Context: an optimization exercise on an open-source flow, tuned for small area, a short achievable clock period and few clock cycles per item. The choices shown serve that exercise and are no tape-out recipe. Only simulation tests tie the RTL to the original design; equivalence was not proved.

===== flow/config.mk =====
export PLATFORM = sky130hd
export DESIGN_NAME = spn_core
export DESIGN_NICKNAME = spn_core
export VERILOG_FILES = /design/flow/design.v
export SDC_FILE = /design/flow/constraint.sdc
export NUM_CORES = 8
export LEC_CHECK = 0
export ABC_AREA = 1
export CAP_MARGIN = 30
export CELL_PAD_IN_SITES_DETAIL_PLACEMENT = 1
export CELL_PAD_IN_SITES_GLOBAL_PLACEMENT = 2
export CORE_MARGIN = 2
export CORE_UTILIZATION = 30
export PLACE_DENSITY = 0.72
export SLEW_MARGIN = 30

===== flow/constraint.sdc =====
create_clock -name core_clock -period 13.0 [get_ports {clk}]
set_input_delay 2.6000 -clock core_clock [delete_from_list [all_inputs] [get_ports {clk}]]
set_output_delay 2.6000 -clock core_clock [all_outputs]
set_load 0.01 [all_outputs]

===== flow/design.v =====
module spn_ginv(input [7:0] x, output [7:0] y);
  wire new_n17, new_n18, new_n19, new_n20, new_n21, new_n22, new_n23,
    new_n24, new_n25, new_n26, new_n27, new_n28, new_n29, new_n30, new_n31,
    new_n32, new_n33, new_n34, new_n35, new_n36, new_n37, new_n38, new_n39,
    new_n40, new_n41, new_n42, new_n43, new_n44, new_n45, new_n46, new_n47,
    new_n48, new_n49, new_n50, new_n51, new_n52, new_n53, new_n54, new_n55,
    new_n56, new_n57, new_n58, new_n59, new_n60, new_n61, new_n62, new_n63,
    new_n64, new_n65, new_n66, new_n67, new_n68, new_n69, new_n70, new_n71,
    new_n72, new_n73, new_n74, new_n75, new_n76, new_n77, new_n78, new_n79,
    new_n80, new_n81, new_n82, new_n83, new_n84, new_n85, new_n86, new_n87,
    new_n88, new_n89, new_n90, new_n91, new_n92, new_n93, new_n94, new_n95,
    new_n96, new_n97, new_n98, new_n99, new_n100, new_n101, new_n102,
    new_n103, new_n104, new_n105, new_n106, new_n107, new_n108, new_n109,
    new_n110, new_n111, new_n112, new_n113, new_n114, new_n115, new_n116,
    new_n117, new_n118, new_n119, new_n120, new_n121, new_n122, new_n123,
    new_n124, new_n125, new_n126, new_n127, new_n128, new_n129, new_n130,
    new_n131, new_n132, new_n133, new_n134, new_n135, new_n136, new_n137,
    new_n138, new_n139, new_n140, new_n141, new_n142, new_n143, new_n144,
    new_n145, new_n146, new_n147, new_n148, new_n149, new_n150, new_n152,
    new_n153, new_n154, new_n155, new_n156, new_n157, new_n158, new_n159,
    new_n160, new_n161, new_n162, new_n163, new_n164, new_n165, new_n166,
    new_n167, new_n168, new_n169, new_n170, new_n171, new_n172, new_n173,
    new_n174, new_n175, new_n176, new_n177, new_n178, new_n179, new_n180,
    new_n181, new_n182, new_n183, new_n184, new_n185, new_n186, new_n187,
    new_n188, new_n189, new_n190, new_n191, new_n192, new_n193, new_n194,
    new_n195, new_n196, new_n197, new_n198, new_n199, new_n200, new_n201,
    new_n202, new_n203, new_n204, new_n205, new_n206, new_n207, new_n208,
    new_n209, new_n210, new_n211, new_n212, new_n213, new_n214, new_n215,
    new_n216, new_n217, new_n218, new_n219, new_n220, new_n221, new_n222,
    new_n223, new_n224, new_n225, new_n226, new_n227, new_n228, new_n229,
    new_n230, new_n231, new_n232, new_n233, new_n234, new_n235, new_n236,
    new_n237, new_n238, new_n239, new_n240, new_n241, new_n242, new_n243,
    new_n244, new_n245, new_n246, new_n247, new_n248, new_n250, new_n251,
    new_n252, new_n253, new_n254, new_n255, new_n256, new_n257, new_n258,
    new_n259, new_n260, new_n261, new_n262, new_n263, new_n264, new_n265,
    new_n266, new_n267, new_n268, new_n269, new_n270, new_n271, new_n272,
    new_n273, new_n274, new_n275, new_n276, new_n277, new_n278, new_n279,
    new_n280, new_n281, new_n282, new_n283, new_n284, new_n285, new_n286,
    new_n287, new_n288, new_n289, new_n290, new_n291, new_n292, new_n293,
    new_n294, new_n295, new_n296, new_n297, new_n298, new_n299, new_n300,
    new_n301, new_n302, new_n303, new_n304, new_n305, new_n306, new_n307,
    new_n308, new_n309, new_n310, new_n311, new_n312, new_n313, new_n314,
    new_n315, new_n316, new_n317, new_n318, new_n319, new_n320, new_n321,
    new_n322, new_n323, new_n324, new_n325, new_n326, new_n327, new_n328,
    new_n330, new_n331, new_n332, new_n333, new_n334, new_n335, new_n336,
    new_n337, new_n338, new_n339, new_n340, new_n341, new_n342, new_n343,
    new_n344, new_n345, new_n346, new_n347, new_n348, new_n349, new_n350,
    new_n351, new_n352, new_n353, new_n354, new_n355, new_n356, new_n357,
    new_n358, new_n359, new_n360, new_n361, new_n362, new_n363, new_n364,
    new_n365, new_n366, new_n367, new_n368, new_n369, new_n370, new_n371,
    new_n372, new_n373, new_n374, new_n375, new_n376, new_n377, new_n378,
    new_n379, new_n380, new_n381, new_n382, new_n383, new_n384, new_n385,
    new_n386, new_n387, new_n388, new_n389, new_n390, new_n391, new_n392,
    new_n393, new_n394, new_n395, new_n396, new_n397, new_n398, new_n399,
    new_n400, new_n401, new_n402, new_n403, new_n404, new_n405, new_n406,
    new_n407, new_n408, new_n409, new_n410, new_n412, new_n413, new_n414,
    new_n415, new_n416, new_n417, new_n418, new_n419, new_n420, new_n421,
    new_n422, new_n423, new_n424, new_n425, new_n426, new_n427, new_n428,
    new_n429, new_n430, new_n431, new_n432, new_n433, new_n434, new_n435,
    new_n436, new_n437, new_n438, new_n439, new_n440, new_n441, new_n442,
    new_n443, new_n444, new_n445, new_n446, new_n447, new_n448, new_n449,
    new_n450, new_n451, new_n452, new_n453, new_n454, new_n455, new_n456,
    new_n457, new_n458, new_n459, new_n460, new_n461, new_n462, new_n463,
    new_n464, new_n465, new_n466, new_n467, new_n468, new_n469, new_n470,
    new_n471, new_n472, new_n473, new_n474, new_n475, new_n477, new_n478,
    new_n479, new_n480, new_n481, new_n482, new_n483, new_n484, new_n485,
    new_n486, new_n487, new_n488, new_n489, new_n490, new_n491, new_n492,
    new_n493, new_n494, new_n495, new_n496, new_n497, new_n498, new_n499,
    new_n500, new_n501, new_n502, new_n503, new_n504, new_n505, new_n506,
    new_n507, new_n508, new_n509, new_n510, new_n511, new_n512, new_n513,
    new_n514, new_n515, new_n516, new_n517, new_n518, new_n519, new_n520,
    new_n521, new_n522, new_n523, new_n524, new_n525, new_n526, new_n527,
    new_n528, new_n529, new_n530, new_n531, new_n532, new_n533, new_n534,
    new_n535, new_n536, new_n538, new_n539, new_n540, new_n541, new_n542,
    new_n543, new_n544, new_n545, new_n546, new_n547, new_n548, new_n549,
    new_n550, new_n551, new_n552, new_n553, new_n554, new_n555, new_n556,
    new_n557, new_n558, new_n559, new_n560, new_n561, new_n562, new_n563,
    new_n564, new_n565, new_n566, new_n567, new_n568, new_n569, new_n570,
    new_n571, new_n572, new_n573, new_n574, new_n575, new_n576, new_n577,
    new_n578, new_n579, new_n580, new_n581, new_n582, new_n583, new_n584,
    new_n585, new_n586, new_n587, new_n588, new_n589, new_n590, new_n591,
    new_n592, new_n593, new_n594, new_n596, new_n597, new_n598, new_n599,
    new_n600, new_n601, new_n602, new_n603, new_n604, new_n605, new_n606,
    new_n607, new_n608, new_n609, new_n610, new_n611, new_n612, new_n613,
    new_n614, new_n615, new_n616, new_n617, new_n618, new_n619, new_n620,
    new_n621, new_n622, new_n623, new_n624, new_n625, new_n626, new_n627,
    new_n628, new_n629, new_n630, new_n631, new_n632, new_n633, new_n634,
    new_n635, new_n636, new_n637, new_n638, new_n639, new_n640, new_n641,
    new_n642, new_n643, new_n644, new_n645, new_n646, new_n647, new_n648,
    new_n649, new_n650, new_n651, new_n652;
  assign new_n17 = ~x[0] & x[2];
  assign new_n18 = x[3] & new_n17;
  assign new_n19 = x[0] & ~x[1];
  assign new_n20 = x[2] & ~new_n19;
  assign new_n21 = ~x[3] & ~new_n20;
  assign new_n22 = ~new_n18 & ~new_n21;
  assign new_n23 = x[5] & new_n22;
  assign new_n24 = ~x[1] & x[2];
  assign new_n25 = x[0] & ~x[2];
  assign new_n26 = ~x[3] & ~new_n25;
  assign new_n27 = ~new_n24 & new_n26;
  assign new_n28 = x[3] & new_n20;
  assign new_n29 = ~x[5] & ~new_n28;
  assign new_n30 = ~new_n27 & new_n29;
  assign new_n31 = x[6] & ~new_n30;
  assign new_n32 = ~new_n23 & new_n31;
  assign new_n33 = ~x[0] & ~x[2];
  assign new_n34 = x[1] & new_n33;
  assign new_n35 = ~x[1] & new_n25;
  assign new_n36 = ~new_n34 & ~new_n35;
  assign new_n37 = ~x[0] & new_n24;
  assign new_n38 = new_n36 & ~new_n37;
  assign new_n39 = x[3] & ~new_n38;
  assign new_n40 = ~x[1] & ~x[2];
  assign new_n41 = ~x[3] & ~new_n40;
  assign new_n42 = ~x[0] & x[1];
  assign new_n43 = new_n41 & ~new_n42;
  assign new_n44 = ~x[5] & ~new_n43;
  assign new_n45 = ~new_n39 & new_n44;
  assign new_n46 = ~x[3] & ~new_n33;
  assign new_n47 = ~x[1] & new_n46;
  assign new_n48 = x[3] & ~new_n33;
  assign new_n49 = x[5] & ~new_n48;
  assign new_n50 = ~new_n47 & new_n49;
  assign new_n51 = ~x[6] & ~new_n50;
  assign new_n52 = ~new_n45 & new_n51;
  assign new_n53 = x[4] & ~new_n52;
  assign new_n54 = ~new_n32 & new_n53;
  assign new_n55 = ~x[0] & new_n40;
  assign new_n56 = x[5] & ~new_n55;
  assign new_n57 = ~x[0] & ~x[1];
  assign new_n58 = x[0] & x[1];
  assign new_n59 = ~new_n57 & ~new_n58;
  assign new_n60 = x[2] & new_n59;
  assign new_n61 = new_n41 & ~new_n60;
  assign new_n62 = ~x[3] & ~new_n61;
  assign new_n63 = new_n56 & ~new_n62;
  assign new_n64 = ~x[0] & x[3];
  assign new_n65 = new_n24 & new_n64;
  assign new_n66 = ~x[5] & ~new_n35;
  assign new_n67 = ~new_n65 & new_n66;
  assign new_n68 = ~new_n63 & ~new_n67;
  assign new_n69 = x[6] & ~new_n68;
  assign new_n70 = ~new_n20 & new_n36;
  assign new_n71 = ~x[3] & ~new_n70;
  assign new_n72 = ~x[2] & new_n58;
  assign new_n73 = x[3] & ~new_n57;
  assign new_n74 = ~new_n72 & new_n73;
  assign new_n75 = ~x[5] & ~new_n74;
  assign new_n76 = ~new_n71 & new_n75;
  assign new_n77 = x[3] & ~new_n59;
  assign new_n78 = ~x[2] & new_n77;
  assign new_n79 = x[5] & ~new_n43;
  assign new_n80 = ~new_n78 & new_n79;
  assign new_n81 = ~x[6] & ~new_n80;
  assign new_n82 = ~new_n76 & new_n81;
  assign new_n83 = ~x[4] & ~new_n82;
  assign new_n84 = ~new_n69 & new_n83;
  assign new_n85 = ~new_n54 & ~new_n84;
  assign new_n86 = ~x[7] & ~new_n85;
  assign new_n87 = x[3] & ~new_n25;
  assign new_n88 = x[3] & new_n33;
  assign new_n89 = ~new_n41 & ~new_n59;
  assign new_n90 = ~new_n88 & new_n89;
  assign new_n91 = new_n87 & ~new_n90;
  assign new_n92 = ~new_n27 & ~new_n91;
  assign new_n93 = x[4] & ~new_n92;
  assign new_n94 = x[0] & x[2];
  assign new_n95 = ~new_n33 & ~new_n94;
  assign new_n96 = ~x[1] & x[3];
  assign new_n97 = new_n95 & new_n96;
  assign new_n98 = ~new_n88 & ~new_n97;
  assign new_n99 = ~x[3] & ~new_n19;
  assign new_n100 = ~new_n17 & new_n99;
  assign new_n101 = ~x[4] & ~new_n100;
  assign new_n102 = new_n98 & new_n101;
  assign new_n103 = x[6] & ~new_n102;
  assign new_n104 = ~new_n93 & new_n103;
  assign new_n105 = x[1] & ~x[2];
  assign new_n106 = ~x[3] & new_n105;
  assign new_n107 = x[4] & ~new_n106;
  assign new_n108 = x[4] & ~new_n58;
  assign new_n109 = ~new_n107 & ~new_n108;
  assign new_n110 = ~x[0] & ~new_n40;
  assign new_n111 = x[3] & new_n110;
  assign new_n112 = ~new_n109 & ~new_n111;
  assign new_n113 = ~new_n20 & new_n26;
  assign new_n114 = ~x[4] & ~new_n64;
  assign new_n115 = x[1] & x[3];
  assign new_n116 = ~x[2] & new_n115;
  assign new_n117 = new_n114 & ~new_n116;
  assign new_n118 = ~new_n113 & new_n117;
  assign new_n119 = ~x[6] & ~new_n118;
  assign new_n120 = ~new_n112 & new_n119;
  assign new_n121 = ~new_n104 & ~new_n120;
  assign new_n122 = ~x[5] & ~new_n121;
  assign new_n123 = ~x[3] & ~new_n24;
  assign new_n124 = ~new_n34 & new_n123;
  assign new_n125 = ~x[4] & ~new_n124;
  assign new_n126 = ~new_n18 & ~new_n115;
  assign new_n127 = x[1] & x[2];
  assign new_n128 = ~x[0] & new_n127;
  assign new_n129 = ~new_n126 & ~new_n128;
  assign new_n130 = new_n125 & ~new_n129;
  assign new_n131 = x[4] & ~new_n64;
  assign new_n132 = x[1] & ~new_n17;
  assign new_n133 = new_n123 & ~new_n132;
  assign new_n134 = new_n131 & ~new_n133;
  assign new_n135 = x[6] & ~new_n134;
  assign new_n136 = ~new_n130 & new_n135;
  assign new_n137 = new_n94 & new_n96;
  assign new_n138 = ~x[4] & ~new_n137;
  assign new_n139 = ~x[3] & ~new_n94;
  assign new_n140 = new_n36 & new_n139;
  assign new_n141 = new_n138 & ~new_n140;
  assign new_n142 = new_n41 & ~new_n128;
  assign new_n143 = x[4] & ~new_n77;
  assign new_n144 = ~new_n142 & new_n143;
  assign new_n145 = ~x[6] & ~new_n144;
  assign new_n146 = ~new_n141 & new_n145;
  assign new_n147 = ~new_n136 & ~new_n146;
  assign new_n148 = x[5] & ~new_n147;
  assign new_n149 = x[7] & ~new_n148;
  assign new_n150 = ~new_n122 & new_n149;
  assign y[0] = ~new_n86 & ~new_n150;
  assign new_n152 = x[3] & ~new_n24;
  assign new_n153 = ~new_n57 & new_n152;
  assign new_n154 = ~x[4] & ~new_n153;
  assign new_n155 = ~new_n42 & new_n139;
  assign new_n156 = ~new_n40 & new_n155;
  assign new_n157 = new_n41 & new_n59;
  assign new_n158 = ~new_n156 & ~new_n157;
  assign new_n159 = new_n154 & new_n158;
  assign new_n160 = x[4] & ~new_n137;
  assign new_n161 = ~new_n62 & new_n160;
  assign new_n162 = ~new_n159 & ~new_n161;
  assign new_n163 = x[5] & ~new_n162;
  assign new_n164 = x[0] & x[3];
  assign new_n165 = ~new_n40 & ~new_n127;
  assign new_n166 = new_n164 & ~new_n165;
  assign new_n167 = ~x[3] & ~new_n37;
  assign new_n168 = x[4] & ~x[5];
  assign new_n169 = ~new_n167 & new_n168;
  assign new_n170 = ~new_n166 & new_n169;
  assign new_n171 = ~new_n95 & new_n115;
  assign new_n172 = ~new_n97 & ~new_n171;
  assign new_n173 = ~x[4] & ~x[5];
  assign new_n174 = new_n99 & ~new_n128;
  assign new_n175 = new_n173 & ~new_n174;
  assign new_n176 = new_n172 & new_n175;
  assign new_n177 = x[7] & ~new_n176;
  assign new_n178 = ~new_n170 & new_n177;
  assign new_n179 = ~new_n163 & new_n178;
  assign new_n180 = x[1] & new_n46;
  assign new_n181 = x[4] & ~new_n180;
  assign new_n182 = x[1] & new_n95;
  assign new_n183 = new_n153 & ~new_n182;
  assign new_n184 = new_n181 & ~new_n183;
  assign new_n185 = ~x[4] & ~new_n105;
  assign new_n186 = ~new_n88 & new_n185;
  assign new_n187 = ~x[3] & new_n25;
  assign new_n188 = new_n186 & ~new_n187;
  assign new_n189 = ~x[5] & ~new_n188;
  assign new_n190 = ~new_n184 & new_n189;
  assign new_n191 = ~new_n19 & ~new_n127;
  assign new_n192 = new_n48 & new_n191;
  assign new_n193 = ~x[4] & ~new_n192;
  assign new_n194 = ~new_n164 & new_n193;
  assign new_n195 = ~new_n167 & new_n194;
  assign new_n196 = ~new_n17 & new_n36;
  assign new_n197 = x[3] & new_n196;
  assign new_n198 = new_n59 & new_n123;
  assign new_n199 = x[4] & ~new_n198;
  assign new_n200 = ~new_n197 & new_n199;
  assign new_n201 = x[5] & ~new_n200;
  assign new_n202 = ~new_n195 & new_n201;
  assign new_n203 = ~new_n190 & ~new_n202;
  assign new_n204 = ~x[7] & ~new_n203;
  assign new_n205 = ~new_n179 & ~new_n204;
  assign new_n206 = x[6] & ~new_n205;
  assign new_n207 = ~new_n24 & ~new_n182;
  assign new_n208 = ~x[3] & ~new_n207;
  assign new_n209 = ~x[4] & ~new_n208;
  assign new_n210 = ~new_n166 & new_n209;
  assign new_n211 = x[0] & new_n165;
  assign new_n212 = new_n48 & ~new_n211;
  assign new_n213 = ~new_n17 & new_n41;
  assign new_n214 = x[4] & ~new_n213;
  assign new_n215 = ~new_n212 & new_n214;
  assign new_n216 = ~x[5] & ~new_n215;
  assign new_n217 = ~new_n210 & new_n216;
  assign new_n218 = x[3] & ~new_n35;
  assign new_n219 = ~new_n127 & new_n218;
  assign new_n220 = ~x[4] & ~new_n43;
  assign new_n221 = ~new_n180 & new_n220;
  assign new_n222 = ~new_n219 & new_n221;
  assign new_n223 = ~x[2] & ~new_n59;
  assign new_n224 = new_n152 & ~new_n223;
  assign new_n225 = ~x[3] & ~new_n42;
  assign new_n226 = ~new_n20 & new_n225;
  assign new_n227 = x[4] & ~new_n226;
  assign new_n228 = ~new_n224 & new_n227;
  assign new_n229 = ~new_n222 & ~new_n228;
  assign new_n230 = x[5] & ~new_n229;
  assign new_n231 = ~x[7] & ~new_n230;
  assign new_n232 = ~new_n217 & new_n231;
  assign new_n233 = new_n107 & ~new_n224;
  assign new_n234 = x[2] & x[3];
  assign new_n235 = ~x[4] & ~new_n234;
  assign new_n236 = ~new_n191 & new_n235;
  assign new_n237 = x[5] & ~new_n236;
  assign new_n238 = ~new_n233 & new_n237;
  assign new_n239 = ~new_n17 & ~new_n164;
  assign new_n240 = new_n108 & ~new_n239;
  assign new_n241 = ~x[5] & ~new_n72;
  assign new_n242 = ~x[4] & new_n115;
  assign new_n243 = new_n241 & ~new_n242;
  assign new_n244 = ~new_n240 & new_n243;
  assign new_n245 = x[7] & ~new_n244;
  assign new_n246 = ~new_n238 & new_n245;
  assign new_n247 = ~x[6] & ~new_n246;
  assign new_n248 = ~new_n232 & new_n247;
  assign y[1] = new_n206 | new_n248;
  assign new_n250 = ~x[0] & new_n165;
  assign new_n251 = new_n139 & ~new_n250;
  assign new_n252 = ~new_n97 & ~new_n192;
  assign new_n253 = ~new_n251 & new_n252;
  assign new_n254 = x[4] & ~new_n253;
  assign new_n255 = x[0] & ~new_n165;
  assign new_n256 = x[3] & ~new_n255;
  assign new_n257 = ~new_n47 & ~new_n256;
  assign new_n258 = new_n114 & ~new_n257;
  assign new_n259 = ~new_n254 & ~new_n258;
  assign new_n260 = x[5] & ~new_n259;
  assign new_n261 = new_n87 & ~new_n110;
  assign new_n262 = new_n168 & ~new_n261;
  assign new_n263 = new_n158 & new_n262;
  assign new_n264 = ~new_n105 & ~new_n153;
  assign new_n265 = ~new_n116 & new_n173;
  assign new_n266 = ~new_n264 & new_n265;
  assign new_n267 = ~x[6] & ~new_n266;
  assign new_n268 = ~new_n263 & new_n267;
  assign new_n269 = ~new_n260 & new_n268;
  assign new_n270 = ~x[2] & x[3];
  assign new_n271 = ~new_n42 & new_n270;
  assign new_n272 = ~new_n58 & new_n167;
  assign new_n273 = ~x[4] & ~new_n272;
  assign new_n274 = ~new_n271 & new_n273;
  assign new_n275 = ~x[0] & ~new_n105;
  assign new_n276 = ~x[3] & ~new_n275;
  assign new_n277 = x[4] & ~new_n276;
  assign new_n278 = ~new_n78 & new_n277;
  assign new_n279 = x[5] & ~new_n278;
  assign new_n280 = ~new_n274 & new_n279;
  assign new_n281 = new_n131 & new_n241;
  assign new_n282 = ~new_n96 & ~new_n139;
  assign new_n283 = new_n173 & ~new_n282;
  assign new_n284 = x[6] & ~new_n283;
  assign new_n285 = ~new_n281 & new_n284;
  assign new_n286 = ~new_n280 & new_n285;
  assign new_n287 = ~new_n269 & ~new_n286;
  assign new_n288 = ~x[7] & ~new_n287;
  assign new_n289 = x[4] & ~new_n96;
  assign new_n290 = ~new_n270 & new_n289;
  assign new_n291 = x[4] & ~new_n59;
  assign new_n292 = ~new_n290 & ~new_n291;
  assign new_n293 = ~new_n24 & new_n140;
  assign new_n294 = ~new_n292 & ~new_n293;
  assign new_n295 = ~x[4] & new_n172;
  assign new_n296 = ~new_n71 & new_n295;
  assign new_n297 = ~new_n294 & ~new_n296;
  assign new_n298 = ~x[5] & ~new_n297;
  assign new_n299 = ~x[3] & new_n196;
  assign new_n300 = new_n154 & ~new_n299;
  assign new_n301 = new_n46 & ~new_n211;
  assign new_n302 = x[4] & ~new_n301;
  assign new_n303 = x[5] & ~new_n302;
  assign new_n304 = ~new_n300 & new_n303;
  assign new_n305 = ~new_n298 & ~new_n304;
  assign new_n306 = ~x[6] & ~new_n305;
  assign new_n307 = x[0] & new_n41;
  assign new_n308 = ~new_n59 & new_n87;
  assign new_n309 = new_n98 & ~new_n308;
  assign new_n310 = ~new_n307 & new_n309;
  assign new_n311 = x[4] & ~new_n310;
  assign new_n312 = ~x[3] & new_n223;
  assign new_n313 = ~x[4] & ~new_n312;
  assign new_n314 = ~new_n197 & new_n313;
  assign new_n315 = ~new_n311 & ~new_n314;
  assign new_n316 = x[5] & ~new_n315;
  assign new_n317 = x[3] & new_n191;
  assign new_n318 = ~x[3] & ~new_n38;
  assign new_n319 = ~new_n317 & ~new_n318;
  assign new_n320 = new_n168 & ~new_n319;
  assign new_n321 = new_n64 & ~new_n127;
  assign new_n322 = new_n173 & ~new_n321;
  assign new_n323 = ~new_n155 & new_n322;
  assign new_n324 = x[6] & ~new_n323;
  assign new_n325 = ~new_n320 & new_n324;
  assign new_n326 = ~new_n316 & new_n325;
  assign new_n327 = ~new_n306 & ~new_n326;
  assign new_n328 = x[7] & ~new_n327;
  assign y[2] = ~new_n288 & ~new_n328;
  assign new_n330 = ~x[3] & new_n59;
  assign new_n331 = x[3] & ~new_n250;
  assign new_n332 = ~new_n330 & ~new_n331;
  assign new_n333 = ~new_n94 & ~new_n332;
  assign new_n334 = ~x[5] & ~new_n333;
  assign new_n335 = ~x[3] & ~new_n182;
  assign new_n336 = x[5] & new_n252;
  assign new_n337 = ~new_n335 & new_n336;
  assign new_n338 = ~x[6] & ~new_n337;
  assign new_n339 = ~new_n334 & new_n338;
  assign new_n340 = new_n46 & ~new_n57;
  assign new_n341 = ~new_n255 & new_n340;
  assign new_n342 = new_n152 & ~new_n275;
  assign new_n343 = ~new_n341 & ~new_n342;
  assign new_n344 = ~x[5] & ~new_n343;
  assign new_n345 = x[3] & ~new_n94;
  assign new_n346 = ~new_n105 & new_n345;
  assign new_n347 = x[5] & ~new_n340;
  assign new_n348 = ~new_n346 & new_n347;
  assign new_n349 = x[6] & ~new_n348;
  assign new_n350 = ~new_n344 & new_n349;
  assign new_n351 = ~x[4] & ~new_n350;
  assign new_n352 = ~new_n339 & new_n351;
  assign new_n353 = new_n26 & ~new_n60;
  assign new_n354 = x[3] & new_n94;
  assign new_n355 = new_n172 & ~new_n354;
  assign new_n356 = ~new_n353 & new_n355;
  assign new_n357 = new_n56 & new_n356;
  assign new_n358 = new_n95 & ~new_n96;
  assign new_n359 = ~new_n88 & ~new_n358;
  assign new_n360 = ~x[5] & ~new_n359;
  assign new_n361 = x[6] & ~new_n360;
  assign new_n362 = ~new_n357 & new_n361;
  assign new_n363 = x[1] & new_n26;
  assign new_n364 = x[3] & new_n35;
  assign new_n365 = ~x[5] & ~new_n364;
  assign new_n366 = ~new_n363 & new_n365;
  assign new_n367 = new_n46 & ~new_n182;
  assign new_n368 = ~new_n24 & new_n87;
  assign new_n369 = x[5] & ~new_n368;
  assign new_n370 = ~new_n367 & new_n369;
  assign new_n371 = ~new_n366 & ~new_n370;
  assign new_n372 = ~x[6] & ~new_n371;
  assign new_n373 = x[4] & ~new_n372;
  assign new_n374 = ~new_n362 & new_n373;
  assign new_n375 = ~new_n352 & ~new_n374;
  assign new_n376 = x[7] & ~new_n375;
  assign new_n377 = x[3] & new_n58;
  assign new_n378 = ~x[4] & ~new_n377;
  assign new_n379 = ~new_n318 & new_n378;
  assign new_n380 = new_n99 & ~new_n165;
  assign new_n381 = new_n160 & ~new_n380;
  assign new_n382 = x[5] & ~new_n381;
  assign new_n383 = ~new_n379 & new_n382;
  assign new_n384 = ~new_n211 & new_n225;
  assign new_n385 = x[1] & new_n87;
  assign new_n386 = ~new_n384 & ~new_n385;
  assign new_n387 = new_n173 & ~new_n386;
  assign new_n388 = new_n126 & new_n168;
  assign new_n389 = ~new_n157 & new_n388;
  assign new_n390 = x[6] & ~new_n389;
  assign new_n391 = ~new_n387 & new_n390;
  assign new_n392 = ~new_n383 & new_n391;
  assign new_n393 = ~new_n77 & new_n235;
  assign new_n394 = ~new_n156 & new_n393;
  assign new_n395 = x[4] & new_n98;
  assign new_n396 = ~new_n71 & new_n395;
  assign new_n397 = ~new_n394 & ~new_n396;
  assign new_n398 = x[5] & ~new_n397;
  assign new_n399 = new_n168 & ~new_n345;
  assign new_n400 = ~new_n142 & new_n399;
  assign new_n401 = new_n110 & ~new_n234;
  assign new_n402 = ~x[2] & new_n96;
  assign new_n403 = ~x[4] & ~new_n402;
  assign new_n404 = ~new_n401 & new_n403;
  assign new_n405 = ~x[5] & ~new_n404;
  assign new_n406 = ~new_n400 & new_n405;
  assign new_n407 = ~x[6] & ~new_n406;
  assign new_n408 = ~new_n398 & new_n407;
  assign new_n409 = ~new_n392 & ~new_n408;
  assign new_n410 = ~x[7] & ~new_n409;
  assign y[3] = ~new_n376 & ~new_n410;
  assign new_n412 = new_n143 & ~new_n255;
  assign new_n413 = ~new_n192 & new_n273;
  assign new_n414 = ~new_n412 & ~new_n413;
  assign new_n415 = ~x[5] & ~new_n414;
  assign new_n416 = ~new_n128 & new_n218;
  assign new_n417 = ~new_n251 & ~new_n416;
  assign new_n418 = ~x[4] & ~new_n417;
  assign new_n419 = ~new_n19 & new_n48;
  assign new_n420 = ~new_n109 & ~new_n419;
  assign new_n421 = x[5] & ~new_n420;
  assign new_n422 = ~new_n418 & new_n421;
  assign new_n423 = ~new_n415 & ~new_n422;
  assign new_n424 = ~x[7] & ~new_n423;
  assign new_n425 = ~new_n55 & new_n139;
  assign new_n426 = ~new_n180 & ~new_n425;
  assign new_n427 = ~new_n183 & new_n426;
  assign new_n428 = x[4] & ~new_n427;
  assign new_n429 = ~new_n114 & ~new_n185;
  assign new_n430 = ~new_n24 & ~new_n429;
  assign new_n431 = ~x[5] & ~new_n430;
  assign new_n432 = ~new_n428 & new_n431;
  assign new_n433 = ~new_n105 & new_n164;
  assign new_n434 = ~new_n33 & ~new_n433;
  assign new_n435 = new_n107 & new_n434;
  assign new_n436 = ~new_n46 & ~new_n271;
  assign new_n437 = ~x[4] & ~new_n436;
  assign new_n438 = x[5] & ~new_n437;
  assign new_n439 = ~new_n435 & new_n438;
  assign new_n440 = x[7] & ~new_n439;
  assign new_n441 = ~new_n432 & new_n440;
  assign new_n442 = ~new_n424 & ~new_n441;
  assign new_n443 = x[6] & ~new_n442;
  assign new_n444 = ~new_n115 & ~new_n239;
  assign new_n445 = new_n185 & ~new_n444;
  assign new_n446 = ~new_n22 & new_n445;
  assign new_n447 = ~new_n429 & ~new_n446;
  assign new_n448 = ~new_n25 & new_n41;
  assign new_n449 = x[3] & ~new_n40;
  assign new_n450 = ~new_n128 & new_n449;
  assign new_n451 = x[4] & ~new_n450;
  assign new_n452 = ~new_n448 & new_n451;
  assign new_n453 = x[5] & ~new_n452;
  assign new_n454 = ~new_n447 & new_n453;
  assign new_n455 = new_n173 & ~new_n354;
  assign new_n456 = ~new_n312 & new_n455;
  assign new_n457 = new_n168 & ~new_n356;
  assign new_n458 = ~new_n456 & ~new_n457;
  assign new_n459 = ~new_n454 & new_n458;
  assign new_n460 = x[7] & ~new_n459;
  assign new_n461 = new_n168 & ~new_n384;
  assign new_n462 = new_n309 & new_n461;
  assign new_n463 = new_n191 & new_n403;
  assign new_n464 = x[4] & ~new_n116;
  assign new_n465 = ~new_n124 & new_n464;
  assign new_n466 = x[5] & ~new_n465;
  assign new_n467 = ~new_n463 & new_n466;
  assign new_n468 = ~new_n40 & new_n340;
  assign new_n469 = ~new_n65 & new_n173;
  assign new_n470 = ~new_n468 & new_n469;
  assign new_n471 = ~x[7] & ~new_n470;
  assign new_n472 = ~new_n467 & new_n471;
  assign new_n473 = ~new_n462 & new_n472;
  assign new_n474 = ~x[6] & ~new_n473;
  assign new_n475 = ~new_n460 & new_n474;
  assign y[4] = ~new_n443 & ~new_n475;
  assign new_n477 = x[3] & ~new_n70;
  assign new_n478 = ~new_n272 & ~new_n477;
  assign new_n479 = new_n168 & ~new_n478;
  assign new_n480 = new_n26 & ~new_n132;
  assign new_n481 = new_n290 & ~new_n480;
  assign new_n482 = ~new_n312 & new_n481;
  assign new_n483 = ~x[4] & ~new_n18;
  assign new_n484 = ~new_n251 & new_n483;
  assign new_n485 = x[5] & ~new_n484;
  assign new_n486 = ~new_n482 & new_n485;
  assign new_n487 = ~new_n24 & new_n164;
  assign new_n488 = new_n173 & ~new_n487;
  assign new_n489 = ~new_n335 & new_n488;
  assign new_n490 = ~x[6] & ~new_n489;
  assign new_n491 = ~new_n486 & new_n490;
  assign new_n492 = ~new_n479 & new_n491;
  assign new_n493 = ~new_n105 & new_n167;
  assign new_n494 = new_n289 & ~new_n493;
  assign new_n495 = ~x[4] & ~new_n28;
  assign new_n496 = ~x[1] & new_n64;
  assign new_n497 = ~new_n157 & ~new_n496;
  assign new_n498 = new_n495 & new_n497;
  assign new_n499 = x[5] & ~new_n498;
  assign new_n500 = ~new_n494 & new_n499;
  assign new_n501 = new_n168 & ~new_n308;
  assign new_n502 = ~new_n425 & new_n501;
  assign new_n503 = ~new_n90 & new_n173;
  assign new_n504 = x[6] & ~new_n503;
  assign new_n505 = ~new_n502 & new_n504;
  assign new_n506 = ~new_n500 & new_n505;
  assign new_n507 = ~new_n492 & ~new_n506;
  assign new_n508 = ~x[7] & ~new_n507;
  assign new_n509 = ~new_n25 & ~new_n250;
  assign new_n510 = new_n289 & ~new_n509;
  assign new_n511 = ~new_n99 & ~new_n132;
  assign new_n512 = new_n404 & ~new_n511;
  assign new_n513 = ~new_n510 & ~new_n512;
  assign new_n514 = x[5] & ~new_n513;
  assign new_n515 = new_n165 & new_n345;
  assign new_n516 = new_n26 & ~new_n42;
  assign new_n517 = new_n173 & ~new_n516;
  assign new_n518 = ~new_n515 & new_n517;
  assign new_n519 = ~new_n47 & new_n399;
  assign new_n520 = ~new_n518 & ~new_n519;
  assign new_n521 = ~new_n514 & new_n520;
  assign new_n522 = x[6] & ~new_n521;
  assign new_n523 = ~new_n73 & ~new_n480;
  assign new_n524 = x[4] & ~new_n523;
  assign new_n525 = ~new_n330 & new_n495;
  assign new_n526 = ~x[5] & ~new_n525;
  assign new_n527 = ~new_n524 & new_n526;
  assign new_n528 = ~new_n261 & new_n273;
  assign new_n529 = x[4] & ~new_n340;
  assign new_n530 = ~new_n219 & new_n529;
  assign new_n531 = x[5] & ~new_n530;
  assign new_n532 = ~new_n528 & new_n531;
  assign new_n533 = ~new_n527 & ~new_n532;
  assign new_n534 = ~x[6] & ~new_n533;
  assign new_n535 = x[7] & ~new_n534;
  assign new_n536 = ~new_n522 & new_n535;
  assign y[5] = ~new_n508 & ~new_n536;
  assign new_n538 = ~new_n60 & ~new_n436;
  assign new_n539 = ~x[4] & ~new_n538;
  assign new_n540 = ~x[3] & new_n55;
  assign new_n541 = ~new_n292 & ~new_n540;
  assign new_n542 = x[6] & ~new_n541;
  assign new_n543 = ~new_n539 & new_n542;
  assign new_n544 = ~new_n358 & ~new_n496;
  assign new_n545 = new_n181 & new_n544;
  assign new_n546 = ~new_n261 & ~new_n276;
  assign new_n547 = new_n220 & new_n546;
  assign new_n548 = ~x[6] & ~new_n547;
  assign new_n549 = ~new_n545 & new_n548;
  assign new_n550 = ~x[7] & ~new_n549;
  assign new_n551 = ~new_n543 & new_n550;
  assign new_n552 = ~new_n171 & new_n529;
  assign new_n553 = ~new_n48 & new_n125;
  assign new_n554 = ~x[6] & ~new_n553;
  assign new_n555 = ~new_n552 & new_n554;
  assign new_n556 = ~x[1] & new_n26;
  assign new_n557 = new_n131 & ~new_n556;
  assign new_n558 = x[6] & ~new_n445;
  assign new_n559 = ~new_n557 & new_n558;
  assign new_n560 = x[7] & ~new_n559;
  assign new_n561 = ~new_n555 & new_n560;
  assign new_n562 = x[5] & ~new_n561;
  assign new_n563 = ~new_n551 & new_n562;
  assign new_n564 = x[3] & ~new_n207;
  assign new_n565 = ~new_n155 & ~new_n564;
  assign new_n566 = x[4] & ~new_n565;
  assign new_n567 = ~new_n25 & ~new_n127;
  assign new_n568 = ~new_n18 & new_n567;
  assign new_n569 = new_n378 & ~new_n568;
  assign new_n570 = ~new_n566 & ~new_n569;
  assign new_n571 = x[6] & ~new_n570;
  assign new_n572 = new_n181 & ~new_n540;
  assign new_n573 = ~new_n256 & new_n572;
  assign new_n574 = new_n221 & ~new_n331;
  assign new_n575 = ~x[6] & ~new_n574;
  assign new_n576 = ~new_n573 & new_n575;
  assign new_n577 = ~x[7] & ~new_n576;
  assign new_n578 = ~new_n571 & new_n577;
  assign new_n579 = ~new_n152 & ~new_n157;
  assign new_n580 = x[4] & ~new_n579;
  assign new_n581 = ~new_n72 & new_n276;
  assign new_n582 = new_n193 & ~new_n581;
  assign new_n583 = ~x[6] & ~new_n582;
  assign new_n584 = ~new_n580 & new_n583;
  assign new_n585 = ~new_n17 & ~new_n87;
  assign new_n586 = new_n430 & new_n585;
  assign new_n587 = ~x[2] & new_n330;
  assign new_n588 = x[6] & ~new_n346;
  assign new_n589 = ~new_n587 & new_n588;
  assign new_n590 = ~new_n586 & new_n589;
  assign new_n591 = x[7] & ~new_n590;
  assign new_n592 = ~new_n584 & new_n591;
  assign new_n593 = ~x[5] & ~new_n592;
  assign new_n594 = ~new_n578 & new_n593;
  assign y[6] = new_n563 | new_n594;
  assign new_n596 = new_n123 & ~new_n223;
  assign new_n597 = ~new_n88 & new_n378;
  assign new_n598 = ~new_n596 & new_n597;
  assign new_n599 = ~new_n26 & ~new_n377;
  assign new_n600 = new_n464 & new_n599;
  assign new_n601 = ~x[6] & ~new_n600;
  assign new_n602 = ~new_n598 & new_n601;
  assign new_n603 = x[4] & ~new_n139;
  assign new_n604 = ~new_n60 & new_n603;
  assign new_n605 = ~new_n385 & new_n604;
  assign new_n606 = ~x[4] & ~new_n511;
  assign new_n607 = x[6] & ~new_n606;
  assign new_n608 = ~new_n605 & new_n607;
  assign new_n609 = ~new_n602 & ~new_n608;
  assign new_n610 = x[7] & ~new_n609;
  assign new_n611 = x[4] & new_n126;
  assign new_n612 = ~new_n87 & ~new_n250;
  assign new_n613 = new_n611 & ~new_n612;
  assign new_n614 = ~new_n180 & ~new_n368;
  assign new_n615 = ~x[4] & ~new_n614;
  assign new_n616 = ~new_n613 & ~new_n615;
  assign new_n617 = ~x[6] & ~new_n616;
  assign new_n618 = ~new_n87 & new_n107;
  assign new_n619 = ~new_n330 & new_n618;
  assign new_n620 = new_n186 & ~new_n211;
  assign new_n621 = x[6] & ~new_n620;
  assign new_n622 = ~new_n619 & new_n621;
  assign new_n623 = ~x[7] & ~new_n622;
  assign new_n624 = ~new_n617 & new_n623;
  assign new_n625 = ~new_n610 & ~new_n624;
  assign new_n626 = x[5] & ~new_n625;
  assign new_n627 = x[3] & new_n509;
  assign new_n628 = new_n209 & ~new_n627;
  assign new_n629 = new_n289 & ~new_n345;
  assign new_n630 = ~new_n448 & new_n629;
  assign new_n631 = ~new_n628 & ~new_n630;
  assign new_n632 = x[6] & ~new_n631;
  assign new_n633 = ~new_n449 & ~new_n480;
  assign new_n634 = x[4] & ~new_n633;
  assign new_n635 = new_n138 & ~new_n581;
  assign new_n636 = ~x[6] & ~new_n635;
  assign new_n637 = ~new_n634 & new_n636;
  assign new_n638 = x[7] & ~new_n637;
  assign new_n639 = ~new_n632 & new_n638;
  assign new_n640 = new_n131 & ~new_n573;
  assign new_n641 = ~new_n100 & ~new_n556;
  assign new_n642 = new_n194 & new_n641;
  assign new_n643 = x[6] & ~new_n642;
  assign new_n644 = ~new_n640 & new_n643;
  assign new_n645 = ~new_n318 & new_n611;
  assign new_n646 = ~new_n61 & new_n393;
  assign new_n647 = ~new_n645 & ~new_n646;
  assign new_n648 = ~x[6] & ~new_n647;
  assign new_n649 = ~x[7] & ~new_n648;
  assign new_n650 = ~new_n644 & new_n649;
  assign new_n651 = ~x[5] & ~new_n650;
  assign new_n652 = ~new_n639 & new_n651;
  assign y[7] = ~new_n626 & ~new_n652;
endmodule
module spn_core (
  input  wire         clk,
  input  wire         rst,
  input  wire         start,
  input  wire [1:0]   op,
  input  wire [1:0]   klen,
  input  wire [255:0] key,
  input  wire [127:0] din,
  output reg          busy,
  output reg          done,
  output reg          err,
  output wire [127:0] dout
);
  localparam OP_KS  = 2'd0;
  localparam OP_ENC = 2'd1;
  localparam OP_DEC = 2'd2;
  localparam M_IDLE = 3'd0;
  localparam M_KS2  = 3'd2;    
  localparam M_KS3  = 3'd3;    
  localparam M_KS4  = 3'd4;    
  localparam M_WALK = 3'd5;    
  localparam M_ENC  = 3'd6;
  localparam M_DEC  = 3'd7;
  localparam [127:0] C63 = {16{8'h63}};
  reg  [2:0]   mode;
  reg          key_valid;
  reg          wend;         
  reg  [1:0]   nkc;          
  reg  [3:0]   pq;           
  reg          last;         
  reg          sel_dec;      
  reg          save;         
  reg  [127:0] yr;           
  reg  [127:0] kout;         
  reg  [255:0] win;
  reg  [255:0] rsv;
  wire [3:0] nr1 = 4'd11 + {1'b0, nkc, 1'b0};    
  wire accept = start && !busy;
  function [7:0] xt;
    input [7:0] a;
    begin
      xt = {a[6:0], 1'b0} ^ (a[7] ? 8'h1b : 8'h00);
    end
  endfunction
  function [31:0] mix_col;
    input [31:0] col;
    reg   [7:0]  a0, a1, a2, a3;
    begin
      a0 = col[31:24]; a1 = col[23:16]; a2 = col[15:8]; a3 = col[7:0];
      mix_col = {xt(a0 ^ a1) ^ (a1 ^ (a2 ^ a3)),
                 xt(a1 ^ a2) ^ (a2 ^ (a3 ^ a0)),
                 xt(a2 ^ a3) ^ (a3 ^ (a0 ^ a1)),
                 xt(a3 ^ a0) ^ (a0 ^ (a1 ^ a2))};
    end
  endfunction
  function [7:0] x4;
    input [7:0] a;
    begin
      x4 = {a[5], a[4], a[3] ^ a[7], a[2] ^ a[6] ^ a[7], a[1] ^ a[6], a[0] ^ a[7], a[6] ^ a[7], a[6]};
    end
  endfunction
  function [7:0] x8;
    input [7:0] a;
    begin
      x8 = {a[4], a[3] ^ a[7], a[2] ^ a[6] ^ a[7], a[1] ^ a[5] ^ a[6], a[0] ^ a[5] ^ a[7],
            a[6] ^ a[7], a[5] ^ a[6], a[5]};
    end
  endfunction
  function [31:0] imc_add;
    input [31:0] a;
    input [31:0] m;
    reg   [7:0]  a0, a1, a2, a3, e, u, v;
    begin
      a0 = a[31:24]; a1 = a[23:16]; a2 = a[15:8]; a3 = a[7:0];
      e = x8((a0 ^ a1) ^ (a2 ^ a3));
      u = x4(a0 ^ a2);
      v = x4(a1 ^ a3);
      imc_add = {(m[31:24] ^ u) ^ e, (m[23:16] ^ v) ^ e, (m[15:8] ^ u) ^ e, (m[7:0] ^ v) ^ e};
    end
  endfunction
  function [127:0] shift_rows;
    input [127:0] s;
    integer r, c;
    begin
      for (r = 0; r < 4; r = r + 1)
        for (c = 0; c < 4; c = c + 1)
          shift_rows[127 - 8*(r + 4*c) -: 8] = s[127 - 8*(r + 4*((c + r) % 4)) -: 8];
    end
  endfunction
  function [127:0] shift_rows2;
    input [127:0] s;
    integer r, c;
    begin
      for (r = 0; r < 4; r = r + 1)
        for (c = 0; c < 4; c = c + 1)
          shift_rows2[127 - 8*(r + 4*c) -: 8] = s[127 - 8*(r + 4*((c + 2*r) % 4)) -: 8];
    end
  endfunction
  function [7:0] rcon_of;
    input [3:0] i;
    begin
      case (i)
        4'd1:  rcon_of = 8'h01;
        4'd2:  rcon_of = 8'h02;
        4'd3:  rcon_of = 8'h04;
        4'd4:  rcon_of = 8'h08;
        4'd5:  rcon_of = 8'h10;
        4'd6:  rcon_of = 8'h20;
        4'd7:  rcon_of = 8'h40;
        4'd8:  rcon_of = 8'h80;
        4'd9:  rcon_of = 8'h1b;
        4'd10: rcon_of = 8'h36;
        default: rcon_of = 8'h00;
      endcase
    end
  endfunction
  wire [31:0] w0 = win[255:224], w1 = win[223:192], w2 = win[191:160], w3 = win[159:128];
  wire [31:0] w4 = win[127:96],  w5 = win[95:64],   w6 = win[63:32],    w7 = win[31:0];
  function [16:0] step_pattern;
    input [1:0] k;
    input [3:0] q;
    input       fwd;
    reg         s0, s2, rt;
    reg  [3:0]  ri;
    reg  [4:0]  sel;
    reg  [6:0]  rsel;
    reg  [1:0]  m3;
    begin
      case (q)
        4'd0, 4'd3, 4'd6, 4'd9, 4'd12, 4'd15: m3 = 2'd0;
        4'd1, 4'd4, 4'd7, 4'd10, 4'd13:       m3 = 2'd1;
        default:                              m3 = 2'd2;
      endcase
      s0 = 1'b0; s2 = 1'b0; rt = 1'b0; ri = 4'd0;
      case (k)
        2'd0: begin
          s0 = 1'b1; rt = 1'b1;
          ri = fwd ? q : q - 4'd2;
        end
        2'd1: begin
          if (m3 == 2'd0) begin
            s0 = 1'b1; rt = 1'b1;
            case (q)
              4'd3:  ri = fwd ? 4'd2  : 4'd1;
              4'd6:  ri = fwd ? 4'd4  : 4'd3;
              4'd9:  ri = fwd ? 4'd6  : 4'd5;
              4'd12: ri = fwd ? 4'd8  : 4'd7;
              default: ri = fwd ? 4'd10 : 4'd9;
            endcase
          end else if (m3 == 2'd1) begin
            s2 = 1'b1; rt = 1'b1;
            case (q)
              4'd1:  ri = fwd ? 4'd1 : 4'd0;
              4'd4:  ri = fwd ? 4'd3 : 4'd2;
              4'd7:  ri = fwd ? 4'd5 : 4'd4;
              4'd10: ri = fwd ? 4'd7 : 4'd6;
              default: ri = fwd ? 4'd9 : 4'd8;
            endcase
          end
        end
        default: begin
          s0 = 1'b1;
          rt = fwd ? !q[0] : q[0];
          ri = {1'b0, q[3:1]};
        end
      endcase
      if (fwd)
        sel = s2 ? 5'b00010 : 5'b00001;
      else if (k == 2'd0)
        sel = 5'b00100;
      else if (k == 2'd1 && s0)
        sel = 5'b10000;
      else
        sel = 5'b01000;
      rsel = {sel[4], sel[3] & rt, sel[3] & !rt, sel[2], sel[1], sel[0] & rt, sel[0] & !rt};
      step_pattern = {s0, s2, rt ? rcon_of(ri) : 8'h00, rsel};
    end
  endfunction
  reg        kfwd;                  
  reg        sub0, sub2;
  reg  [7:0] krc;
  reg  [6:0] ksel;
  function [31:0] rotw;
    input [31:0] x;
    begin
      rotw = {x[23:0], x[31:24]};
    end
  endfunction
  wire [31:0] ksin = ({32{ksel[0]}} & w7) | ({32{ksel[1]}} & rotw(w7)) |
                     ({32{ksel[2]}} & rotw(w7 ^ w2 ^ w3)) | ({32{ksel[3]}} & rotw(w2 ^ w3)) |
                     ({32{ksel[4]}} & w3) | ({32{ksel[5]}} & rotw(w3)) |
                     ({32{ksel[6]}} & rotw(w1));
  wire [31:0] ksub_i;
  genvar g;
  generate
    for (g = 0; g < 4; g = g + 1) begin : g_ksbox
      spn_ginv u_inv (.x(ksin[31 - 8*g -: 8]), .y(ksub_i[31 - 8*g -: 8]));
    end
  endgenerate
  wire [31:0] ksub = ksub_i ^ 32'h63636363;
  wire [31:0] kt   = ksub ^ {krc, 24'h000000};
  reg [31:0] b0, b1, b2, b3, c0, c1, c2, c3;
  always @(*) begin
    case (nkc)
      2'd0:    begin {b0, b1, b2, b3} = {w4, w5, w6, w7}; {c0, c1, c2, c3} = {w0, w1, w2, w3}; end
      2'd1:    begin {b0, b1, b2, b3} = {w2, w3, w4, w5}; {c0, c1, c2, c3} = {w2, w3, w4, w5}; end
      default: begin {b0, b1, b2, b3} = {w0, w1, w2, w3}; {c0, c1, c2, c3} = {w4, w5, w6, w7}; end
    endcase
  end
  wire [31:0] fx = sub0 ? 32'd0 : w7;       
  wire [31:0] p0 = b0 ^ fx;
  wire [31:0] p1 = p0 ^ b1;
  wire [31:0] p2 = sub2 ? b2 : (p1 ^ b2);
  wire [31:0] p3 = p2 ^ b3;
  wire [31:0] q0 = c0 ^ (sub0 ? 32'd0 : w1);
  wire [31:0] q1 = c1 ^ c0;
  wire [31:0] q2 = c2 ^ (sub2 ? 32'd0 : c1);
  wire [31:0] q3 = c3 ^ c2;
  wire [127:0] kpq   = kfwd ? {p0, p1, p2, p3} : {q0, q1, q2, q3};
  wire [3:0]   kmask = kfwd ? {sub0, sub0, sub0 | sub2, sub0 | sub2} : {sub0, 1'b0, sub2, 1'b0};
  wire [127:0] nw    = kpq ^ ({{32{kmask[3]}}, {32{kmask[2]}}, {32{kmask[1]}}, {32{kmask[0]}}} &
                             {kt, kt, kt, kt});
  wire [255:0] win_fwd = {win[127:0], nw};
  wire [255:0] win_bwd = {nw, win[255:128]};
  wire [127:0] rk_e = win[127:0];
  wire [127:0] rk_d = win[255:128];
  wire [127:0] mc_in = yr ^ ((rk_d ^ C63) & {128{sel_dec}});
  wire [127:0] mc    = {mix_col(mc_in[127:96]), mix_col(mc_in[95:64]),
                        mix_col(mc_in[63:32]),  mix_col(mc_in[31:0])};
  wire [127:0] e_next = mc ^ rk_e ^ C63;
  wire [127:0] d_imc = {imc_add(mc_in[127:96], mc[127:96]), imc_add(mc_in[95:64], mc[95:64]),
                        imc_add(mc_in[63:32], mc[63:32]),   imc_add(mc_in[31:0], mc[31:0])};
  wire [127:0] d_next = shift_rows2(d_imc);
  assign dout = yr ^ kout;
  wire [127:0] k_enc  = wend ? rsv[255:128] : win[255:128];
  wire [127:0] k_dec  = wend ? win[127:0] : rsv[127:0];
  wire [127:0] a_enc  = din ^ k_enc;
  wire [127:0] a_dec  = shift_rows2(din ^ k_dec ^ C63);
  wire [127:0] a_next = op[1] ? a_dec : a_enc;
  wire [127:0] x_next = (mode == M_IDLE) ? a_next : (mode == M_ENC) ? e_next : d_next;
  wire [127:0] y_next;
  generate
    for (g = 0; g < 16; g = g + 1) begin : g_dinv
      spn_ginv u_inv (.x(x_next[127 - 8*g -: 8]), .y(y_next[127 - 8*g -: 8]));
    end
  endgenerate
  wire [127:0] z_next = shift_rows(y_next);
  wire go_enc = accept && (op == OP_ENC) && key_valid;
  wire go_dec = accept && (op == OP_DEC) && key_valid;
  wire go_ks  = accept && (op == OP_KS) && (klen != 2'd3);
  wire go_err = accept && !go_enc && !go_dec && !go_ks;
  reg [2:0] mode_n;
  reg [3:0] pq_n;
  reg [1:0] nkc_n;
  reg       fin;           
  always @(*) begin
    mode_n = mode;
    pq_n   = pq;
    nkc_n  = nkc;
    fin    = 1'b0;
    case (mode)
      M_IDLE: begin
        if (go_ks) begin
          mode_n = klen[1] ? M_KS4 : M_KS2;
          nkc_n  = klen;
          pq_n   = 4'd2;
        end else if (go_enc) begin
          mode_n = M_ENC;
          pq_n   = 4'd2;
        end else if (go_dec) begin
          mode_n = M_DEC;
          pq_n   = nr1;
        end
      end
      M_KS2: begin
        mode_n = M_KS3;
        pq_n   = 4'd1;
      end
      M_KS3: begin
        mode_n = M_KS4;
        pq_n   = 4'd2;
      end
      M_KS4, M_WALK: begin
        mode_n = M_WALK;
        pq_n   = pq + 4'd1;
        if (pq == nr1 - 4'd1) begin    
          mode_n = M_IDLE;
          fin    = 1'b1;
        end
      end
      M_ENC: begin
        pq_n = pq + 4'd1;
        if (last) begin
          mode_n = M_IDLE;
          fin    = 1'b1;
        end
      end
      default: begin    
        pq_n = pq - 4'd1;
        if (last) begin
          mode_n = M_IDLE;
          fin    = 1'b1;
        end
      end
    endcase
  end
  wire [3:0]  nr1_n  = 4'd11 + {1'b0, nkc_n, 1'b0};
  wire        kfwd_n = (mode_n != M_DEC) && (mode_n != M_KS2);
  wire [16:0] pat_n  = step_pattern(nkc_n, pq_n, kfwd_n);
  wire        last_n = (mode_n == M_ENC) ? (pq_n == nr1_n - 4'd1) : (pq_n == 4'd3);
  always @(posedge clk) begin
    yr <= z_next;
    kout <= nw ^ (C63 & {128{kfwd}});
  end
  always @(posedge clk) begin
    if (mode == M_IDLE) begin
      if (go_ks)
        win <= key;
      else if ((go_enc && wend) || (go_dec && !wend))
        win <= rsv;
    end else begin
      case (mode)
        M_KS2:  win <= win_bwd;
        M_DEC:  win <= win_bwd;
        default: win <= win_fwd;
      endcase
    end
  end
  always @(posedge clk) begin
    if (save)
      rsv <= win;
  end
  always @(posedge clk) begin
    pq   <= pq_n;
    nkc  <= nkc_n;
    last <= last_n;
    sel_dec <= (mode_n == M_DEC);
    save <= (go_enc && !wend) || (go_dec && wend) || (go_ks && klen[1]) || (mode == M_KS3);
    kfwd <= kfwd_n;
    {sub0, sub2, krc, ksel} <= pat_n;
  end
  always @(posedge clk) begin
    if (rst) begin
      mode      <= M_IDLE;
      busy      <= 1'b0;
      done      <= 1'b0;
      err       <= 1'b0;
      key_valid <= 1'b0;
    end else begin
      mode <= mode_n;
      busy <= (mode_n != M_IDLE);
      done <= fin || go_err;
      err  <= go_err;
      if (go_ks)
        key_valid <= 1'b0;
      else if (fin && mode != M_ENC && mode != M_DEC)
        key_valid <= 1'b1;
      if (fin)
        wend <= (mode != M_DEC);
    end
  end
endmodule

===== flow/flow/run.sh =====
#!/bin/bash
# Layout: the standard synthesis unchanged, then ORFS's standard layout steps
# with a larger setup margin for repair_timing (same SDC, same clock period) and
# plain buffers (buf_2) as the port buffers. Each tool run's full output goes to
# a log file in this folder.
set -uo pipefail
bash standard.sh synth > synth.log 2>&1 || exit 1
bash standard.sh SETUP_SLACK_MARGIN=8 "BUFFER_PORTS_ARGS=-buffer_cell sky130_fd_sc_hd__buf_2" finish > layout.log 2>&1 || exit 1

===== flow/standard.sh =====
#!/bin/bash
# synth_recipe.tcl (not shown) runs the flow's synth.tcl, then flattens the netlist and writes it again
# the make line also repeats each setting of config.mk as NAME=value (left out here)
make -C /OpenROAD-flow-scripts/flow DESIGN_CONFIG=/design/flow/config.mk WORK_HOME=/design/flow/orfs CLKGATE_MAP_FILE= SYNTH_SCRIPT=/design/flow/synth_recipe.tcl "${@:-finish}"

==> impl_metrics.env, run 1 <==
export IMPL_outcome="timing/DRC/antenna clean"
export IMPL_io_pins=522
export IMPL_vias=177900
export IMPL_worst_pin_slew_ns=1.168
export IMPL_pre_cts_ws_ns=4.905
export IMPL_fillers=54640
export IMPL_antenna_left=0
export IMPL_end_kind="flip-flop"
export IMPL_synth_area_top_cells="nand2_1 25%, nand3_1 14%, edfxtp_1 13%"
export IMPL_grt_pass1_vias=165600
export IMPL_hold_viol=0
export IMPL_path_buf_inv=4
export IMPL_final_cell_area_sq_um=149900
export IMPL_multi_input_area_sq_um=96910
export IMPL_drive_above_1_share_pct=15.62
export IMPL_numCtsBuffers=119
export IMPL_finalWorstSetupSlack_ns=7.822
export IMPL_io_buffers=521
export IMPL_avgSynthCellArea_sq_um=5.523
export IMPL_ys_warn_count=1
export IMPL_dp_cells=27610
export IMPL_vias_per_cell=6.231
export IMPL_synth_area_leader_cell="nand2_1"
export IMPL_fin_cells=28550
export IMPL_drc_errors=0
export IMPL_gr_usage_all_layers_pct=47.47
export IMPL_rsz0062_at_grt="yes"
export IMPL_place_area_sq_um=131300
export IMPL_dieArea_sq_um=415600
export IMPL_hold_class="reg -> reg"
export IMPL_grt_overflow_total=0
export IMPL_final_setup_viol_count=0
export IMPL_area_sequential_sq_um=21260
export IMPL_critical_path_required_ns=13.83
export IMPL_synth_edf_count=513
export IMPL_dp_hpwl_mm=792.6
export IMPL_post_route_util_pct=36.63
export IMPL_first_pass_iters=6
export IMPL_max_stage_delay_ns=0.50
export IMPL_worstPathMaxFanout=9
export IMPL_post_synth_num_cell_types=70
export IMPL_drt_iter0_markers=25030
export IMPL_start_util_pct=30.08
export IMPL_holdWs_ns=0.4607
export IMPL_grt_max_degree=153
export IMPL_drv_cap=0
export IMPL_antenna_found_initial=137
export IMPL_start_kind="flip-flop"
export IMPL_path_common_cell="nand2_1"
export IMPL_nets=23550
export IMPL_placementRows=235
export IMPL_root_buffer="clkbuf_16"
export IMPL_cp_top_family="simple AND/OR/NAND/NOR gates"
export IMPL_synth_fp_nets=22940
export IMPL_synth_cells=22290
export IMPL_area_delta_synth_final_pct=21.74
export IMPL_clkTransAtPathRegs_ns=0.07
export IMPL_synth_main_ff_cell="edfxtp_1"
export IMPL_fp_dieW_microns=644.7
export IMPL_finalCriticalPeriod_ns=5.178
export IMPL_synth_top_cell_area_share_pct=25.30
export IMPL_synth_seq_cells=803
export IMPL_fin_skew_ns=0.1025
export IMPL_die_height_microns=644.7
export IMPL_wl_per_cell_microns=36.65
export IMPL_cts_tree="yes"
export IMPL_path_class="reg -> reg"
export IMPL_final_setup_tns_ns=0
export IMPL_htreeDepth=3
export IMPL_grt_pass1_wl_mm=1394
export IMPL_fmax_mhz=193.1
export IMPL_max_clock_path_buffers=4
export IMPL_slew_headroom_pct=21.29
export IMPL_clk_latency_ns=1.02
export IMPL_post_route_period_util_pct=39.83
export IMPL_netlist_area_sq_um=123100
export IMPL_postSynth_asyncResetShare_pct=0
export IMPL_wirelength_mm=1046
export IMPL_slowest_stage="inv_1"
export IMPL_drv_slew=0
export IMPL_synth_most_common_cell="nand2_1"
export IMPL_yosysSeqAreaShare_pct=17.23
export IMPL_synthTopCellsByCount="8299 x nand2_1, 3423 x nand3_1, 1877 x inv_1"
export IMPL_core_sq_um=409300
export IMPL_globalplace_congestion=1.089
export IMPL_critical_path_arrival_ns=6.00
export IMPL_clock_sinks=803
area by class of cell:
| cell class | instances | area share, % |
|---|---|---|
| Antenna cell | 105 | 0.1753 |
| Clock buffer | 149 | 2.156 |
| Clock inverter | 71 | 0.5325 |
| Inverter | 2053 | 5.591 |
| Multi-Input combinational cell | 18430 | 64.65 |
| Sequential cell | 803 | 14.18 |
| Tap cell | 5451 | 4.550 |
| Timing Repair Buffer | 1480 | 8.124 |
| Timing Repair inverter | 6 | 0.03923 |
routing by layer:
metal / vias to the layer above / GRT usage [%] / routed length (microns)
met3: 3038 / 13.01 / 125600
met5: - / 0.3122 / 572
li1: 75070 / - / -
met2: 12260 / 67.71 / 418200
met4: 41 / 37.27 / 102900
met1: 87500 / 59.97 / 399200
worst paths after layout:
kind	start	endpoint	slack, ns	cells past startpoint
min	win[208]	rsv[208]	0.46	0
max reg2reg	win[136]	yr[39]	7.82	26
max	win[136]	yr[39]	7.82	26
min reg2reg	win[208]	rsv[208]	0.46	0
logic make-up (layout without fill, tap and decap cells):
family | Yosys count | after routing | synth area share [%]
other | 0 | 105 | 0
AND/OR/NAND/NOR | 13910 | 13920 | 47.77
XOR/XNOR | 803 | 803 | 5.974
buffers and inverters | 3071 | 3759 | 10.16
flip-flops | 803 | 803 | 17.23
multiplexers | 24 | 24 | 0.1951
adder cells (fa/ha/maj) | 259 | 259 | 2.638
AO/OA/AOI/OAI | 3424 | 3425 | 16.05
worst reg2reg max path, cell delays in order (launching register included):
cell,delay [ns]
edfxtp_1,0.49
inv_1,0.50
nand3_1,0.17
nand2_2,0.28
inv_2,0.15
nand2_1,0.10
nand2_1,0.10
nand2_1,0.10
nand3_1,0.26
nand2_1,0.19
nand2_1,0.06
nand3_1,0.13
nand3_2,0.31
nand2_4,0.24
inv_2,0.15
ha_1,0.25
inv_1,0.31
nand2_1,0.26
o21ai_2,0.14
nand2_1,0.08
nand2_1,0.08
nor2_1,0.05
nor2_1,0.15
nand2_1,0.12
nand2_1,0.09
nor2_1,0.05
nor2_1,0.23
sequential cells by signal, summed over array words and instances (netlist names):
name       cells
kfwd           1
nkc            2
last           1
err            1
ksel           7
mode           3
busy           1
done           1
wend           1
rsv          256
kout         128
key_valid      1
win          256
save           1
yr           128
sub0           1
sub2           1
krc            8
pq             4
sel_dec        1
layout by cell type, fill, tap and decap left out, drive strengths merged, types with 290 or more instances in the layout:
cell type     n
inv        1969
nor2       1440
nand2      8509
nand3      3440
nand4       349
a22oi       348
xor2        611
o21ai      1593
buf        1456
edfxtp      513
a21oi       893
dfxtp       290
repair_timing:
item	in CTS	in global routing
endpoints found under the setup margin	811	538
pin swaps	87	161
setup buffers	250	318
resized for setup	1048	1087
hold buffers	0	0
cloned	24	19
Testbench counts, summed over its fixed seeds: cycles 6,666, blocks 512.
==> inputs of run 2 (changes only) <==
--- a/flow/config.mk
+++ b/flow/config.mk
@@ -11,5 +11,4 @@
 export CELL_PAD_IN_SITES_GLOBAL_PLACEMENT = 2
 export CORE_MARGIN = 2
 export CORE_UTILIZATION = 30
-export PLACE_DENSITY = 0.72
 export SLEW_MARGIN = 30
==> run 2 against run 1 <==
Against the previous run:
- global-route usage down 0.78 points
- first-iteration DRC count fell by 1.0%
- core utilization decreased by 0.42 points
==> impl_metrics.env, run 2 <==
export IMPL_globalplace_congestion=1.052
export IMPL_core_sq_um=409300
export IMPL_htreeDepth=3
export IMPL_synth_top_family_by_area="simple AND/OR/NAND/NOR gates"
export IMPL_start_kind="flip-flop"
export IMPL_grt_overflow_total=0
export IMPL_highest_layer="met5"
export IMPL_post_route_period_util_pct=39.86
export IMPL_placementRows=235
export IMPL_fp_dieW_microns=644.7
export IMPL_drive_above_1_share_pct=14.78
export IMPL_drt_iter0_markers=24770
export IMPL_synth_main_ff_cell="edfxtp_1"
export IMPL_final_common_cell="nand2_1"
export IMPL_muxShareOfSynthArea_pct=0.1951
export IMPL_cp_top_family="buffers and inverters"
export IMPL_drv_cap=0
export IMPL_slew_headroom_pct=13.06
export IMPL_antenna_found_initial=103
export IMPL_hold_buffers=0
export IMPL_synth_fp_nets=22940
export IMPL_hold_viol=0
export IMPL_fmax_mhz=193.0
export IMPL_max_stage_delay_ns=0.87
export IMPL_yosys_area_share_simple_pct=47.77
export IMPL_first_pass_iters=6
export IMPL_route_met3_wl_mm=118.6
export IMPL_wl_per_cell_microns=35.85
export IMPL_outcome="timing/DRC/antenna clean"
export IMPL_root_buffer="clkbuf_16"
export IMPL_path_buf_inv=5
export IMPL_io_buffers=521
export IMPL_yosysSeqAreaShare_pct=17.23
export IMPL_synth_most_common_cell="nand2_1"
export IMPL_holdWs_ns=0.4412
export IMPL_postSynth_asyncResetShare_pct=0
export IMPL_area_delta_synth_final_pct=20.35
export IMPL_final_cell_mix="7989 x nand2_1, 3249 x nand3_1, 1702 x inv_1, 1356 x o21ai_0, 1207 x nor2_1"
export IMPL_dieArea_sq_um=415600
export IMPL_post_synth_num_cell_types=70
export IMPL_rsz0062_at_grt="yes"
export IMPL_ys_warn_count=1
export IMPL_dr_wl_met2_mm=408.1
export IMPL_clock_sinks=803
export IMPL_clkTransAtPathRegs_ns=0.08
export IMPL_drv_slew=0
export IMPL_wirelength_met1_mm=395.3
export IMPL_grt_max_degree=131
export IMPL_avgSynthCellArea_sq_um=5.523
export IMPL_drc_errors=0
export IMPL_vias_per_cell=6.196
export IMPL_r2r_end="kout[34]"
export IMPL_synth_cells=22290
export IMPL_synth_area_top_cells="nand2_1 25%, nand3_1 14%, edfxtp_1 13%"
export IMPL_min_to="rsv[54]"
export IMPL_final_setup_tns_ns=0
export IMPL_die_height_microns=644.7
export IMPL_dp_hpwl_mm=780.1
export IMPL_wirelength_mm=1020
export IMPL_nets=23490
export IMPL_numCtsBuffers=123
export IMPL_synth_edf_count=513
export IMPL_netlist_area_sq_um=123100
export IMPL_grt_pass1_wl_mm=1379
export IMPL_slowest_stage="o21ai_0"
export IMPL_fin_skew_ns=0.1155
export IMPL_finalCriticalPeriod_ns=5.182
export IMPL_synth_seq_cells=803
export IMPL_final_setup_viol_count=0
export IMPL_path_class="reg -> reg"
==> run 2: layout make-up <==
type / count / area (sq um)
Timing Repair Buffer: 1419 / 11370
Timing Repair inverter: 12 / 87.58
Tap cell: 5451 / 6820
Clock buffer: 145 / 3202
Inverter: 2053 / 8328
Multi-Input combinational cell: 18430 / 95950
Sequential cell: 803 / 21260
Antenna cell: 74 / 185.2
Fill cell: 54840 / 261100
Clock inverter: 83 / 982.2
==> run 2: logic make-up (layout without fill, tap and decap cells) <==
| family | Yosys count | after routing |
|---|---|---|
| AOI/OAI and AO/OA | 3424 | 3425 |
| xor gates and xnor gates | 803 | 803 |
| adders and majority gates | 259 | 259 |
| buffers and inverters | 3071 | 3712 |
| DFF | 803 | 803 |
| muxes | 24 | 24 |
| other | 0 | 74 |
| and+or+nand+nor | 13910 | 13910 |
==> run 2: what timing repair did <==
action,4_1_cts,5_1_grt
endpoints found under the setup margin,794,484
endpoints found under the hold margin,0,0
pin swaps,73,111
cloned,19,15
resized for setup,954,913
setup buffers,287,237
==> run 2: metrics by stage <==
step	std cells	setup slack [ns]	cell area, sq um	util, %
after floorplan	22290	5.381	123500	-
after CTS	28140	7.829	142200	34.73
final	28470	7.818	148200	36.21
after global routing	28420	7.810	148100	36.18
after global placement	27600	5.422	131100	32.03
after detailed placement	27600	5.293	131200	32.06
==> run 2: how the worst max path moves through the flow <==
stage | startpoint | end | slack [ns] | cells after the start
after floorplan | start | win[0] | 5.38 | 4
after global placement | op[1] | krc[1] | 5.42 | 21
after detailed placement | op[1] | krc[1] | 5.29 | 21
after CTS | op[1] | yr[12] | 7.83 | 20
after global routing | op[1] | yr[75] | 7.81 | 19
final | nkc[1] | kout[34] | 7.82 | 14
==> run 2: routing by layer <==
layer  GRT usage (%)  up-vias
li1                -    74890
met1           59.01    86530
met2           67.00    11980
met3           12.64     2941
met4           36.05       38
met5               0        -

==> port drivers added, routing unchanged <==
The flow's constraints put no driver on any port. The routed layouts listed below were extracted and timed again, unchanged, in two steps.
Step 1: set_driving_cell puts a clkbuf_16 on clk and a buf_2 on each other input, an assumption about the parent block.
Step 2 also shifts input and output timing later by t, the mid clock arrival at the registers, as if the neighbouring blocks saw the same clock.
Three values: ideal ports, drivers, drivers and shift; two values: the first two.
run | shift t [ns] | slack for setup (ns) | slew at the worst register clock pin (ns) | pins driven straight from the clock port
run 1 | 1.082 | 7.822 / 7.378 / 6.297 | 0.08 / 0.08 | 1
run 2 | 1.109 | 7.818 / 7.728 / 6.619 | 0.08 / 0.08 | 1
After both steps setup and hold are still met in every run listed. The setup slack of run 1, which loses most, moves by -0.444 ns with the drivers and by -1.525 ns with both steps.
